This is an optimization exercise on Yosys and OpenROAD, whose aim is a short achievable clock period and few clock cycles, not a production implementation.
At most, simulation tests tie the RTL to the original design; equivalence was not proved.
No functional check of the RTL was part of run 2.
Power figures rest on the tool's default switching activity, not on a simulated workload.

==> design.v <==
module mjmux_rx #(
    parameter integer BUFFER_SIZE = 128,
    parameter [6:0]   DEFAULT_ID  = 7'd1,
    parameter integer DEPTH       = 136
) (
    input  wire        clk,
    input  wire        rst,           
    input  wire        rx_valid,
    input  wire [7:0]  rx_data,
    output wire        rx_ready,
    input  wire        rx_close,      
    input  wire        cfg_we,
    input  wire [7:0]  cfg_wdata,
    output wire [6:0]  node_id,
    output wire        out_valid,
    output wire [7:0]  out_data,
    output wire        out_last,
    input  wire        out_ready,
    output wire [15:0] stat_wrong_id,
    output wire [15:0] stat_checksum,
    output wire [15:0] stat_overrun
);
    localparam integer PW = 8;      
    localparam [15:0] CRC_INIT = 16'hFFFF;
    localparam [15:0] CRC_POLY = 16'h1021;
    function [15:0] crc_step;
        input [15:0] c_in;
        input [7:0]  b;
        integer i;
        reg [15:0] c;
        begin
            c = c_in ^ {b, 8'h00};
            for (i = 0; i < 8; i = i + 1) begin
                if (c[15])
                    c = (c << 1) ^ CRC_POLY;
                else
                    c = c << 1;
            end
            crc_step = c;
        end
    endfunction
    function [PW-1:0] ptr_inc;
        input [PW-1:0] p;
        begin
            ptr_inc = (p == DEPTH - 1) ? {PW{1'b0}} : p + 1'b1;
        end
    endfunction
    localparam [15:0] CRC_54 = crc_step(CRC_INIT, 8'h54);
    reg        st_h0, st_h1, st_src, st_dst, st_len, st_pay, st_crc0, st_crc1;
    reg [6:0]  id_q;
    reg [7:0]  src_q;
    reg        dst_ok;
    reg [2:0]  len_n;
    reg [7:0]  len8;           
    reg        len_hi;         
    reg [7:0]  rem;            
    reg [7:0]  lo_q;           
    reg [15:0] cnt_wrong_id;
    reg [15:0] cnt_checksum;
    reg [15:0] cnt_overrun;
    reg        rdy_q;
    reg [7:0]  d_q;
    reg        crc_en_q, crc_ld_q;
    reg [15:0] crc_q;
    reg        w_en_q;
    reg [8:0]  w_q;
    reg        cm_q, rb_q;
    reg [8:0]    mem [0:DEPTH-1];
    reg [PW-1:0] wr_ptr, cm_ptr, rd_ptr;
    reg [DEPTH-1:0] rd_oh;
    reg [PW-1:0] spec_n;       
    reg        ov_q, sk_v;
    reg [8:0]  o_q, sk_q;
    wire take  = rx_valid && rdy_q;
    wire close = rx_close && rdy_q;
    wire [7:0] b = rx_data;
    assign rx_ready      = rdy_q;
    assign node_id       = id_q;
    assign out_valid     = ov_q;
    assign out_data      = o_q[7:0];
    assign out_last      = o_q[8];
    assign stat_wrong_id = cnt_wrong_id;
    assign stat_checksum = cnt_checksum;
    assign stat_overrun  = cnt_overrun;
    reg [7:0] ln8;
    reg       lnhi;
    always @(*) begin
        ln8  = len8;
        lnhi = len_hi;
        case (len_n)
            3'd0: ln8 = {1'b0, b[6:0]};
            3'd1: begin ln8 = {b[0], len8[6:0]}; lnhi = |b[6:1]; end
            3'd4: lnhi = len_hi | (|b[3:0]);
            default: lnhi = len_hi | (|b[6:0]);
        endcase
    end
    wire len_cont  = b[7];
    wire len_big   = lnhi || (ln8[7] && (|ln8[6:0]));
    wire len_zero  = (ln8 == 8'd0);           
    wire len_ovr   = len_cont ? (len_n == 3'd4) : len_big;
    wire len_done  = !len_cont && !len_big;   
    wire [15:0] crc_zz = crc_step(crc_step(crc_q, 8'h00), 8'h00);
    wire        lo_eq  = (lo_q == crc_zz[7:0]);
    wire        hi_eq  = (b == crc_zz[15:8]);
    wire        crc_ok = lo_eq && hi_eq;
    wire end_frame = take && st_crc1;
    wire inc_ck    = end_frame && !crc_ok;
    wire inc_wid   = end_frame && crc_ok && !dst_ok;
    wire accept    = end_frame && crc_ok && dst_ok;
    wire inc_ov    = take && st_len && len_ovr;
    wire [15:0] ck_n  = (cnt_checksum == 16'hFFFF) ? cnt_checksum : cnt_checksum + 16'd1;
    wire [15:0] wid_n = (cnt_wrong_id == 16'hFFFF) ? cnt_wrong_id : cnt_wrong_id + 16'd1;
    wire [15:0] ov_n  = (cnt_overrun  == 16'hFFFF) ? cnt_overrun  : cnt_overrun  + 16'd1;
    wire is54 = (b == 8'h54);
    wire isAB = (b == 8'hAB);
    always @(posedge clk) begin
        if (rst) begin
            id_q <= DEFAULT_ID;
        end else if (cfg_we) begin
            id_q <= cfg_wdata[6:0];
        end
    end
    always @(posedge clk) begin
        if (rst) begin
            {st_h0, st_h1, st_src, st_dst, st_len, st_pay, st_crc0, st_crc1} <= 8'b1000_0000;
        end else if (close) begin
            {st_h0, st_h1, st_src, st_dst, st_len, st_pay, st_crc0, st_crc1} <= 8'b1000_0000;
        end else if (take) begin
            st_h0   <= ((st_h0 || st_h1) && !is54 && !(st_h1 && isAB)) ||
                       (st_len && len_ovr) || st_crc1;
            st_h1   <= (st_h0 || st_h1) && is54;
            st_src  <= st_h1 && isAB;
            st_dst  <= st_src;
            st_len  <= st_dst || (st_len && len_cont && !len_ovr);
            st_pay  <= (st_len && len_done && !len_zero) || (st_pay && rem != 8'd1);
            st_crc0 <= (st_len && len_done && len_zero) || (st_pay && rem == 8'd1);
            st_crc1 <= st_crc0;
        end
    end
    always @(posedge clk) begin
        if (take) begin
            if (st_src) src_q <= b;
            if (st_dst) begin
                dst_ok <= (b == {1'b0, id_q});
                len_n  <= 3'd0;
                len8   <= 8'd0;
                len_hi <= 1'b0;
            end
            if (st_len) begin
                len_n  <= len_n + 3'd1;
                len8   <= ln8;
                len_hi <= lnhi;
                rem    <= ln8;
            end
            if (st_pay) rem <= rem - 8'd1;
            if (st_crc0) lo_q <= b;
        end
    end
    always @(posedge clk) begin
        if (rst) begin
            cnt_wrong_id <= 16'd0;
            cnt_checksum <= 16'd0;
            cnt_overrun  <= 16'd0;
        end else begin
            if (inc_ck)  cnt_checksum <= ck_n;
            if (inc_wid) cnt_wrong_id <= wid_n;
            if (inc_ov)  cnt_overrun  <= ov_n;
        end
    end
    always @(posedge clk) begin
        if (take) d_q <= b;
        if (rst) begin
            crc_en_q <= 1'b0;
            crc_ld_q <= 1'b0;
        end else begin
            crc_ld_q <= take && (st_h0 || st_h1) && is54;
            crc_en_q <= take && (st_h1 || st_src || st_dst || st_len || st_pay);
        end
        if (crc_ld_q)
            crc_q <= CRC_54;
        else if (crc_en_q)
            crc_q <= crc_step(crc_q, d_q);
    end
    wire res = take && ((st_len && len_done) || st_pay);
    always @(posedge clk) begin
        if (rst) begin
            w_en_q <= 1'b0;
            cm_q   <= 1'b0;
            rb_q   <= 1'b0;
        end else begin
            w_en_q <= res;
            cm_q   <= accept;
            rb_q   <= (end_frame && !(crc_ok && dst_ok)) || close;
        end
        if (st_len) w_q <= {len_zero, src_q};
        else        w_q <= {rem == 8'd1, b};
    end
    genvar gi;
    generate
        for (gi = 0; gi < DEPTH; gi = gi + 1) begin : g_mem
            always @(posedge clk) begin
                if (w_en_q && wr_ptr == gi)
                    mem[gi] <= w_q;
            end
        end
    endgenerate
    reg avail_q;
    reg [PW-1:0] occ_c;        
    wire rd_en = avail_q && !sk_v;
    reg [8:0] rdata;
    integer k;
    always @(*) begin
        rdata = 9'd0;
        for (k = 0; k < DEPTH; k = k + 1)
            rdata = rdata | ({9{rd_oh[k]}} & mem[k]);
    end
    wire [PW-1:0] rd_ptr_inc = ptr_inc(rd_ptr);
    wire [PW-1:0] cm_ptr_n   = cm_q ? wr_ptr : cm_ptr;
    wire          av0        = (rd_ptr != cm_ptr_n);
    wire          av1        = (rd_ptr_inc != cm_ptr_n);
    always @(posedge clk) begin
        if (rst) begin
            wr_ptr  <= {PW{1'b0}};
            cm_ptr  <= {PW{1'b0}};
            rd_ptr  <= {PW{1'b0}};
            rd_oh   <= {{(DEPTH-1){1'b0}}, 1'b1};
            occ_c   <= {PW{1'b0}};
            spec_n  <= {PW{1'b0}};
            avail_q <= 1'b0;
            rdy_q   <= 1'b1;
        end else begin
            if (rb_q)
                wr_ptr <= cm_ptr;
            else if (w_en_q)
                wr_ptr <= ptr_inc(wr_ptr);
            cm_ptr <= cm_ptr_n;
            if (cm_q || rb_q)
                spec_n <= {PW{1'b0}};
            else if (w_en_q)
                spec_n <= spec_n + 1'b1;
            if (rd_en) begin
                rd_ptr <= rd_ptr_inc;
                rd_oh  <= {rd_oh[DEPTH-2:0], rd_oh[DEPTH-1]};
            end
            avail_q <= rd_en ? av1 : av0;
            occ_c   <= occ_c + (cm_q ? spec_n : {PW{1'b0}}) - rd_en;
            rdy_q   <= ({1'b0, occ_c} + {1'b0, spec_n} + w_en_q + 2'd2 <= DEPTH);
        end
    end
    wire pop = ov_q && out_ready;
    always @(posedge clk) begin
        if (rst) begin
            ov_q <= 1'b0;
            sk_v <= 1'b0;
        end else if (!ov_q || pop) begin
            if (sk_v) begin
                o_q  <= sk_q;
                ov_q <= 1'b1;
                sk_v <= 1'b0;
            end else if (rd_en) begin
                o_q  <= rdata;
                ov_q <= 1'b1;
            end else begin
                ov_q <= 1'b0;
            end
        end else if (rd_en) begin
            sk_q <= rdata;
            sk_v <= 1'b1;
        end
    end
endmodule
==> flow/run.sh <==
#!/bin/bash
set -euo pipefail
bash standard.sh SETUP_SLACK_MARGIN=6.8 "BUFFER_PORTS_ARGS=-buffer_cell sky130_fd_sc_hd__buf_4" finish > standard_flow.log 2>&1
==> standard.sh <==
#!/bin/bash
# synth_recipe.tcl (not shown) runs the flow's synth.tcl, then flattens the netlist and writes it again
# the make line also repeats each setting of config.mk as NAME=value (left out here)
make -C /OpenROAD-flow-scripts/flow DESIGN_CONFIG=/design/flow/config.mk WORK_HOME=/design/flow/orfs CLKGATE_MAP_FILE= SYNTH_SCRIPT=/design/flow/synth_recipe.tcl "${@:-finish}"
==> config.mk <==
export PLATFORM = sky130hd
export DESIGN_NAME = mjmux_rx
export DESIGN_NICKNAME = mjmux_rx
export VERILOG_FILES = /design/flow/design.v
export SDC_FILE = /design/flow/constraint.sdc
export NUM_CORES = 4
export LEC_CHECK = 0
export ABC_CLOCK_PERIOD_IN_PS = 3000
export CAP_MARGIN = 20
export CORE_MARGIN = 2
export CORE_UTILIZATION = 55
export SLEW_MARGIN = 20
==> constraint.sdc <==
create_clock -name core_clock -period 10.0 [get_ports {clk}]
set_input_delay 2.0000 -clock core_clock [delete_from_list [all_inputs] [get_ports {clk}]]
set_output_delay 2.0000 -clock core_clock [all_outputs]
set_load 0.01 [all_outputs]
==> results of run 1 <==
==> worst max-delay path by stage <==
stage	cells after the start	slack, ns	from	to
2_1_floorplan	9	5.66	rx_data[6]	cnt_wrong_id[14]
3_3_place_gp	8	4.64	rx_data[6]	cnt_checksum[4]
3_5_place_dp	8	4.49	rx_data[6]	cnt_checksum[4]
4_1_cts	9	6.41	rx_data[6]	cnt_overrun[5]
5_1_grt	10	6.29	rx_data[6]	cnt_wrong_id[8]
6_report	10	6.35	rx_data[6]	cnt_wrong_id[8]
==> sequential cells by signal, indices dropped and copies added, names as in the netlist, 9 cells and up <==
name	count
mem	1224
rd_oh	136
cnt_checksum	16
cnt_overrun	16
cnt_wrong_id	16
crc_q	16
o_q	9
sk_q	9
w_q	9
==> final cells by class <==
class                           instances  area share (%)
Timing Repair inverter                  1         0.00719
Tap cell                             1391            2.50
Antenna cell                           16          0.0576
Sequential cell                      1560            63.7
Timing Repair Buffer                  393            5.01
Clock inverter                         64           0.905
Multi-Input combinational cell       2097            21.1
Inverter                               47           0.266
Clock buffer                          223            6.53
==> power by group through the flow <==
stage | combinational (mW) | clock [mW] | sequential, mW
2_1_floorplan | 0.855 | 0 | 7.31
3_3_place_gp | 1.18 | 0 | 7.35
3_5_place_dp | 1.22 | 0 | 7.35
4_1_cts | 1.30 | 5.94 | 7.21
5_1_grt | 1.44 | 6.18 | 7.22
6_report | 1.37 | 5.97 | 7.21
==> synth_stat cells, types with 17 or more instances <==
cell type     n
nor3_1       48
mux2_2       24
a22o_1      135
xor2_1       41
nand3_1      69
nor2_1      229
a21oi_1     201
a221oi_1    135
inv_1        46
ha_1         42
nand2_1     350
a22oi_1     351
dfxtp_1     273
mux2i_1      31
edfxtp_1   1287
o31ai_1      27
xnor2_1      60
nand4_1     129
o21ai_0      17
nor4_1       26
nor2b_1      22
or4_1        33
clkbuf_1    225
==> worst max-delay path, cell delays in order <==
cell and delay [ns]:
buf_12 0.12, xor2_2 0.14, xnor2_1 0.15, or4_1 0.52, a222oi_1 0.29, buf_4 0.25
buf_4 0.14, nand3_4 0.10, or4_1 0.41, a21oi_1 0.19
==> stage by stage <==
stage	area (um2)	utilization, %
2_1_floorplan	58900	-
3_5_place_dp	62100	58.9
5_1_grt	69500	65.9
6_report	69600	65.9
4_1_cts	68700	65.1
3_3_place_gp	62000	58.8
==> cell usage in the layout (no fill, tap or decap), types with 12 or more instances in the layout <==
cell	count
edfxtp_1	1287
nand2_1	349
a22oi_1	345
buf_4	297
a21oi_1	197
dfxtp_1	196
clkbuf_16	168
a22o_1	135
nand4_1	129
nor2_1	126
a221oi_1	123
buf_6	77
nand3_1	65
nor2_2	60
xnor2_1	58
inv_1	45
nor2_4	43
ha_1	42
dfxtp_2	42
clkbuf_1	42
xor2_1	38
dfxtp_4	35
mux2i_1	30
nor3_1	28
or4_1	27
clkinv_2	26
nor2b_1	22
mux2_2	22
clkinv_1	19
nor4_1	17
diode_2	16
o31ai_1	16
and3_1	13
clkbuf_8	13
or3_1	12
bufinv_16	12
buf_12	12
==> repair_timing <==
action | 4_1_cts | 5_1_grt
resized for setup | 220 | 87
hold endpoints to repair | 0 | 0
gates cloned | 9 | 0
pin swaps | 34 | 36
endpoints found under the setup margin | 334 | 273
buffers inserted | 61 | 41
==> metal layers <==
layer / routed length [um] / vias up
met4: 25300 / 14
met1: 82800 / 21248
met3: 44800 / 1127
met5: 185 / -
li1: - / 16138
met2: 106000 / 4298
==> logic make-up after synthesis <==
| group | after synthesis | synth area share (%) |
|---|---|---|
| adder cells (fa/ha/maj) | 45 | 0.998 |
| buffers and inverters | 298 | 1.97 |
| flip-flops | 1560 | 75.2 |
| XOR/XNOR | 109 | 1.80 |
| AO/OA/AOI/OAI | 910 | 11.3 |
| AND/OR/NAND/NOR | 972 | 7.77 |
| multiplexers | 55 | 0.989 |
==> reports/metrics.yaml, run 1 <==
status: "complete, no violations"
drc: 0
async_flop_share_pct: 0
cts_hold_buf: 0
grt.total_usage_pct: 47.6
cts_buffers: 159
worstPathMaxFanout: 8
port_buffers: 86
fin_crit_sh_pct: 36.5
place_congestion: 1.09
p_switching_mw: 3.51
dp.cells: 5375
cts-root-buf: "clkbuf_16"
first_pass_iters: 6
p_sw_share_pct: 24.1
p_leak_nw: 22.3
worstSetupPathType: "primary input to flip-flop"
slew_viol_final: 0
tightest_slew_ns: 1.35
fill_cells: 7509
min_to: "rd_oh[42]"
gr-usage-met2_pct: 66.3
worst_r2r_endpoint: "o_q[2]"
busiest_layer: "met2"
rows: 119
synthCells: 3949
dp_hpwl_um: 163000
h-tree-depth: 4
setup-tns-final_ns: 0
power.share.clock_pct: 41.0
power_frac_seq_pct: 49.6
yosysWarnings: 2
antenna_found_initial: 13
die_h_um: 331
whs_ns: 0.460
rr_worst_depth: 6
rsz0062_at_grt: "true"
synth_area_leader_cell: "edfxtp_1"
start_util_pct: 55.6
register_area_mm2: 0.0443
r2r-start: "rd_oh[81]"
grt_max_degree: 101
vias: 42825
ys.flop_type: "edfxtp_1"
ff2ff_setup_slack_ns: 6.52
slew_headroom_pct: 9.98
seq_area_frac_synth_pct: 75.2
finalSetupViolCount: 0
cap_viol_max_count: 0
routedWlPerCell_um: 44.8
synth_nets: 4016
hold_viol_final: 0
stdcell_count: 5792
die_x_um: 331
cts_tree: "yes"
powerDensity_mw_per_mm2: 209
layout_setup_ws_ns: 6.35
ir_drop_v: 0.000143
grt_pass1_vias: 39130
core_area_mm2: 0.106
hold_path.class: "flip-flop to flip-flop"
post-place-ws_ns: 4.49
grt_pass1_wl_um: 340000
crit_arrival_ns: 4.33
io_pins: 88
met3_usage_pct: 21.8
worstSetupStartpointType: "primary input"
ys_seq_elements: 1560
syn_area_mm2: 0.0587
avgSynthCellArea_um2: 14.9
worstHoldPathCells: 2
grt_use_met1_pct: 57.9
fin_crit_ns: 3.65
required_ns: 10.68
vias_per_cell: 7.39
die_area_mm2: 0.109
p_comb_share_pct: 9.4
multi_input_area_mm2: 0.0147
fin_nets: 4326
synth_top_area_share_pct: 65.8
internal_power_mw: 11.1
finalWirelength_um: 259000
detail-route-antenna-nets: 0
p_total_mw: 14.6
synthToLayoutAreaGrowth_pct: 18.5
max-clock-path-buffers: 3
max_clock_freq_mhz: 274
synth_cell_types: 61
overflow: 0
synth_edf_count: 1287
clk_pin_slew_ns: 0.06
holdCritStartpoint: "rd_oh[42]"
synth_area_leaders: "edfxtp_1 66%, dfxtp_1 9.3%, a22oi_1 4.5%"
clock_skew_ns: 0.0405
layout-drive-gt1-share_pct: 21.4
clock_latency_ns: 0.80
cp-end-kind: "flip-flop"
cts.sinks: 1560
drt-initial-drc-count: 7961
Testbench counts, summed over its fixed seeds: cycles 70,518.
==> inputs of run 2 (changes only) <==
--- a/design.v
+++ b/design.v
@@ -68,6 +68,7 @@
     reg [8:0]    mem [0:DEPTH-1];
     reg [PW-1:0] wr_ptr, cm_ptr, rd_ptr;
     reg [DEPTH-1:0] rd_oh;
+    reg [PW-1:0] occ;          
     reg [PW-1:0] spec_n;       
     reg        ov_q, sk_v;
     reg [8:0]  o_q, sk_q;
@@ -204,9 +205,8 @@
             end
         end
     endgenerate
-    reg avail_q;
-    reg [PW-1:0] occ_c;        
-    wire rd_en = avail_q && !sk_v;
+    wire avail = (rd_ptr != cm_ptr);
+    wire rd_en = avail && !sk_v;
     reg [8:0] rdata;
     integer k;
     always @(*) begin
@@ -214,37 +214,32 @@
         for (k = 0; k < DEPTH; k = k + 1)
             rdata = rdata | ({9{rd_oh[k]}} & mem[k]);
     end
-    wire [PW-1:0] rd_ptr_inc = ptr_inc(rd_ptr);
-    wire [PW-1:0] cm_ptr_n   = cm_q ? wr_ptr : cm_ptr;
-    wire          av0        = (rd_ptr != cm_ptr_n);
-    wire          av1        = (rd_ptr_inc != cm_ptr_n);
-    always @(posedge clk) begin
-        if (rst) begin
-            wr_ptr  <= {PW{1'b0}};
-            cm_ptr  <= {PW{1'b0}};
-            rd_ptr  <= {PW{1'b0}};
-            rd_oh   <= {{(DEPTH-1){1'b0}}, 1'b1};
-            occ_c   <= {PW{1'b0}};
-            spec_n  <= {PW{1'b0}};
-            avail_q <= 1'b0;
-            rdy_q   <= 1'b1;
+    always @(posedge clk) begin
+        if (rst) begin
+            wr_ptr <= {PW{1'b0}};
+            cm_ptr <= {PW{1'b0}};
+            rd_ptr <= {PW{1'b0}};
+            rd_oh  <= {{(DEPTH-1){1'b0}}, 1'b1};
+            occ    <= {PW{1'b0}};
+            spec_n <= {PW{1'b0}};
+            rdy_q  <= 1'b1;
         end else begin
             if (rb_q)
                 wr_ptr <= cm_ptr;
             else if (w_en_q)
                 wr_ptr <= ptr_inc(wr_ptr);
-            cm_ptr <= cm_ptr_n;
+            if (cm_q)
+                cm_ptr <= wr_ptr;
             if (cm_q || rb_q)
                 spec_n <= {PW{1'b0}};
             else if (w_en_q)
                 spec_n <= spec_n + 1'b1;
             if (rd_en) begin
-                rd_ptr <= rd_ptr_inc;
+                rd_ptr <= ptr_inc(rd_ptr);
                 rd_oh  <= {rd_oh[DEPTH-2:0], rd_oh[DEPTH-1]};
             end
-            avail_q <= rd_en ? av1 : av0;
-            occ_c   <= occ_c + (cm_q ? spec_n : {PW{1'b0}}) - rd_en;
-            rdy_q   <= ({1'b0, occ_c} + {1'b0, spec_n} + w_en_q + 2'd2 <= DEPTH);
+            occ   <= occ + w_en_q - rd_en - (rb_q ? spec_n : {PW{1'b0}});
+            rdy_q <= (occ + w_en_q + 2'd2 <= DEPTH);
         end
     end
     wire pop = ov_q && out_ready;
==> run.sh (new file) <==
#!/bin/bash
# synth_recipe.tcl (not shown) runs the flow's synth.tcl, then flattens the netlist and writes it again
# the make line also repeats each setting of config.mk as NAME=value (left out here)
make -C /OpenROAD-flow-scripts/flow DESIGN_CONFIG=/design/flow/config.mk WORK_HOME=/design/flow/orfs CLKGATE_MAP_FILE= SYNTH_SCRIPT=/design/flow/synth_recipe.tcl finish
--- a/config.mk
+++ b/config.mk
@@ -5,8 +5,7 @@
 export SDC_FILE = /design/flow/constraint.sdc
 export NUM_CORES = 4
 export LEC_CHECK = 0
-export ABC_CLOCK_PERIOD_IN_PS = 3000
 export CAP_MARGIN = 20
 export CORE_MARGIN = 2
-export CORE_UTILIZATION = 55
+export CORE_UTILIZATION = 40
 export SLEW_MARGIN = 20
removed: flow/run.sh
removed: standard.sh
==> run 2 against run 1 <==
  * Largest cell class unchanged
  * Highest routed layer unchanged
  * Critical path type is now flip-flop to flip-flop
  * Sequential share of layout area rose by 1.0 points
  * Die area rose by 37%
  * Largest power group unchanged
  * Via count fell by 3.3%
  * Cell area fell by 2.0%
  * Routed wire length rose by 1.8%
  * Critical endpoint is now occ[7]
==> reports/metrics.yaml, run 2 <==
ys_seq_elements: 1559
cp-end-kind: "flip-flop"
grt_pass1_wl_um: 344000
cts_setup_buffers: 0
cts_tree: "yes"
start_util_pct: 40.3
max-clock-path-buffers: 3
power.share.clock_pct: 42.6
synth_edf_count: 1287
dp.cells: 5910
finalWirelength_um: 264000
drt-initial-drc-count: 7629
synth_area_leaders: "edfxtp_1 66%, dfxtp_1 9.3%, a22oi_1 4.3%"
cts-root-buf: "clkbuf_16"
avgSynthCellArea_um2: 14.9
reg_top3: "mem x1224, rd_oh x136"
cts_buffers: 160
vias: 41425
synth_area_leader_cell: "edfxtp_1"
crit_arrival_ns: 5.46
slew_headroom_pct: 11.1
clk_pin_slew_ns: 0.06
die_x_um: 387
tightest_slew_ns: 1.33
max_clock_freq_mhz: 208
grt_max_degree: 142
core_area_mm2: 0.146
rows: 140
internal_power_mw: 10.8
rsz0062_at_grt: "false"
design_area_mm2: 0.0682
worstHoldPathCells: 2
fin_crit_sh_pct: 48.2
overflow: 0
synthTopCellsByCount: "1287 x edfxtp_1, 342 x nand2_1, 333 x a22oi_1, 272 x dfxtp_1, 247 x nor2_1"
cap_viol_max_count: 0
p_comb_share_pct: 6.3
worstSetupStartpointType: "flip-flop"
p_switching_mw: 3.22
stdcell_count: 6219
powerDensity_mw_per_mm2: 206
antenna_found_initial: 20
dp_hpwl_um: 171000
clock_latency_ns: 0.82
whs_ns: 0.466
setup-tns-final_ns: 0
largest_reg_flops: 1224
synth_cell_types: 70
rr_worst_depth: 15
synth_nets: 3992
grt_pass1_vias: 37369
p_sw_share_pct: 22.9
required_ns: 10.64
worstPathMaxFanout: 141
yosysWarnings: 2
finalSetupViolCount: 0
dpl_cell_area_mm2: 0.0630
first_pass_iters: 8
hold_path.class: "flip-flop to flip-flop"
routedWlPerCell_um: 42.4
io_pins: 88
clock_skew_ns: 0.0448
post-place-ws_ns: 4.51
place_congestion: 1.08
synthToLayoutAreaGrowth_pct: 16.4
syn_area_mm2: 0.0586
hold_viol_final: 0
status: "complete, no violations"
cts.sinks: 1559
regMostFlops: "mem"
p_leak_nw: 21.3
yosysMostFrequentCell: "edfxtp_1"
synthCells: 3935
port_buffers: 86
ys.flop_type: "edfxtp_1"
power_frac_seq_pct: 51.1
seq_area_frac_synth_pct: 75.2
detail-route-antenna-nets: 0
async_flop_share_pct: 0
synth_top_area_share_pct: 65.9
h-tree-depth: 4
layout.cells.most_common: "edfxtp_1"
fill_cells: 12617
layout-drive-gt1-share_pct: 13.7
cts-resized-gates: 0
fin_crit_ns: 4.82
die_h_um: 387
drc: 0
cts_hold_buf: 0
ir_drop_v: 0.000171
die_area_mm2: 0.150
worstSetupPathType: "flip-flop to flip-flop"
vias_per_cell: 6.66
fin_nets: 4215
layout_setup_ws_ns: 5.18
grt.total_usage_pct: 34.6
mostFrequentLayoutCells: "1287 x edfxtp_1, 341 x nand2_1, 333 x a22oi_1"
slew_viol_final: 0
run 2: worst paths after layout:
check / start / endpoint / slack [ns]
hold / removal: rd_oh[91] / rd_oh[91] / 0.47
hold reg to reg: rd_oh[91] / rd_oh[91] / 0.47
setup / recovery: rd_ptr[3] / occ[7] / 5.18
setup reg to reg: rd_ptr[3] / occ[7] / 5.18
run 2: worst max-delay path: stages (launching register included):
cell	delay [ns]
dfxtp_1	0.47
xor2_1	0.17
nor2_1	0.09
a41oi_4	0.24
buf_12	0.59
inv_6	0.36
fa_1	0.55
fa_1	0.47
ha_1	0.24
fa_1	0.47
a21o_1	0.17
a21o_1	0.20
a21o_1	0.18
a21oi_1	0.17
xnor2_1	0.13
nor2_1	0.05
run 2: per-stage QoR:
step | total power [mW] | util [%]
final | 14.0 | 46.9
after global routing | 14.4 | 46.8
after CTS | 14.0 | 46.8
after detailed placement | 8.19 | 43.3
after global placement | 8.18 | 43.2
after floorplan | 7.92 | -
run 2: power groups by stage:
| stage | Clock [mW] | Sequential [mW] | Combinational [mW] |
|---|---|---|---|
| detailed placement | 0 | 7.32 | 0.873 |
| global placement | 0 | 7.31 | 0.866 |
| CTS | 5.97 | 7.18 | 0.881 |
| global route | 6.23 | 7.19 | 0.951 |
| finish | 5.98 | 7.18 | 0.886 |
| floorplan | 0 | 7.29 | 0.630 |
run 2: final cells by class:
type / instances / area (um2) / share of cell area [%]
Tap cell: 1917 / 2400 / 3.52
Antenna cell: 11 / 27.5 / 0.0404
Multi-Input combinational cell: 2095 / 13800 / 20.2
Sequential cell: 1559 / 44100 / 64.7
Clock inverter: 68 / 722 / 1.06
Timing Repair Buffer: 310 / 2580 / 3.79
Clock buffer: 227 / 4440 / 6.51
Inverter: 32 / 125 / 0.183
run 2: cell families after synthesis:
kind of cell,synth area share (%)
flops,75.2
compound gates,11.3
fa+ha+maj,0.786
simple gates,7.94
buf+inv,1.85
mux,1.07
xor+xnor,1.84
run 2: layer usage:
metal  track usage [%]  part of all wire (%)
met5                 0                 0.054
met1              43.3                    34
met2              48.6                    41
met3              13.1                    15
met4              26.2                   9.2

-- static timing again, ports no longer ideal --
No port has a modelled driver above. Below, the same layouts with a new extraction and two added sets of constraints.
Step 1 assumes that a clkbuf_16 drives the clock port and a buf_2 every other input.
Step 2 moves the port delays by t, midway between the first and last clock arrival at a register: inputs arrive t later, outputs are due t later. That takes back most of the time a late clock gives input paths.
Three values: ideal ports, drivers, drivers and shift; two values: the first two.
| run | t (ns) | setup slack, ns | pins driven straight from the clock port |
|---|---|---|---|
| run 1 | 0.861 | 6.349 / 6.380 / 5.519 | 1 |
| run 2 | 0.871 | 5.182 / 5.182 / 4.479 | 1 |
After both steps every run listed still meets setup and hold. For run 1, which loses most, drivers alone change the setup slack by +0.031 ns; drivers and shift together by -0.830 ns.
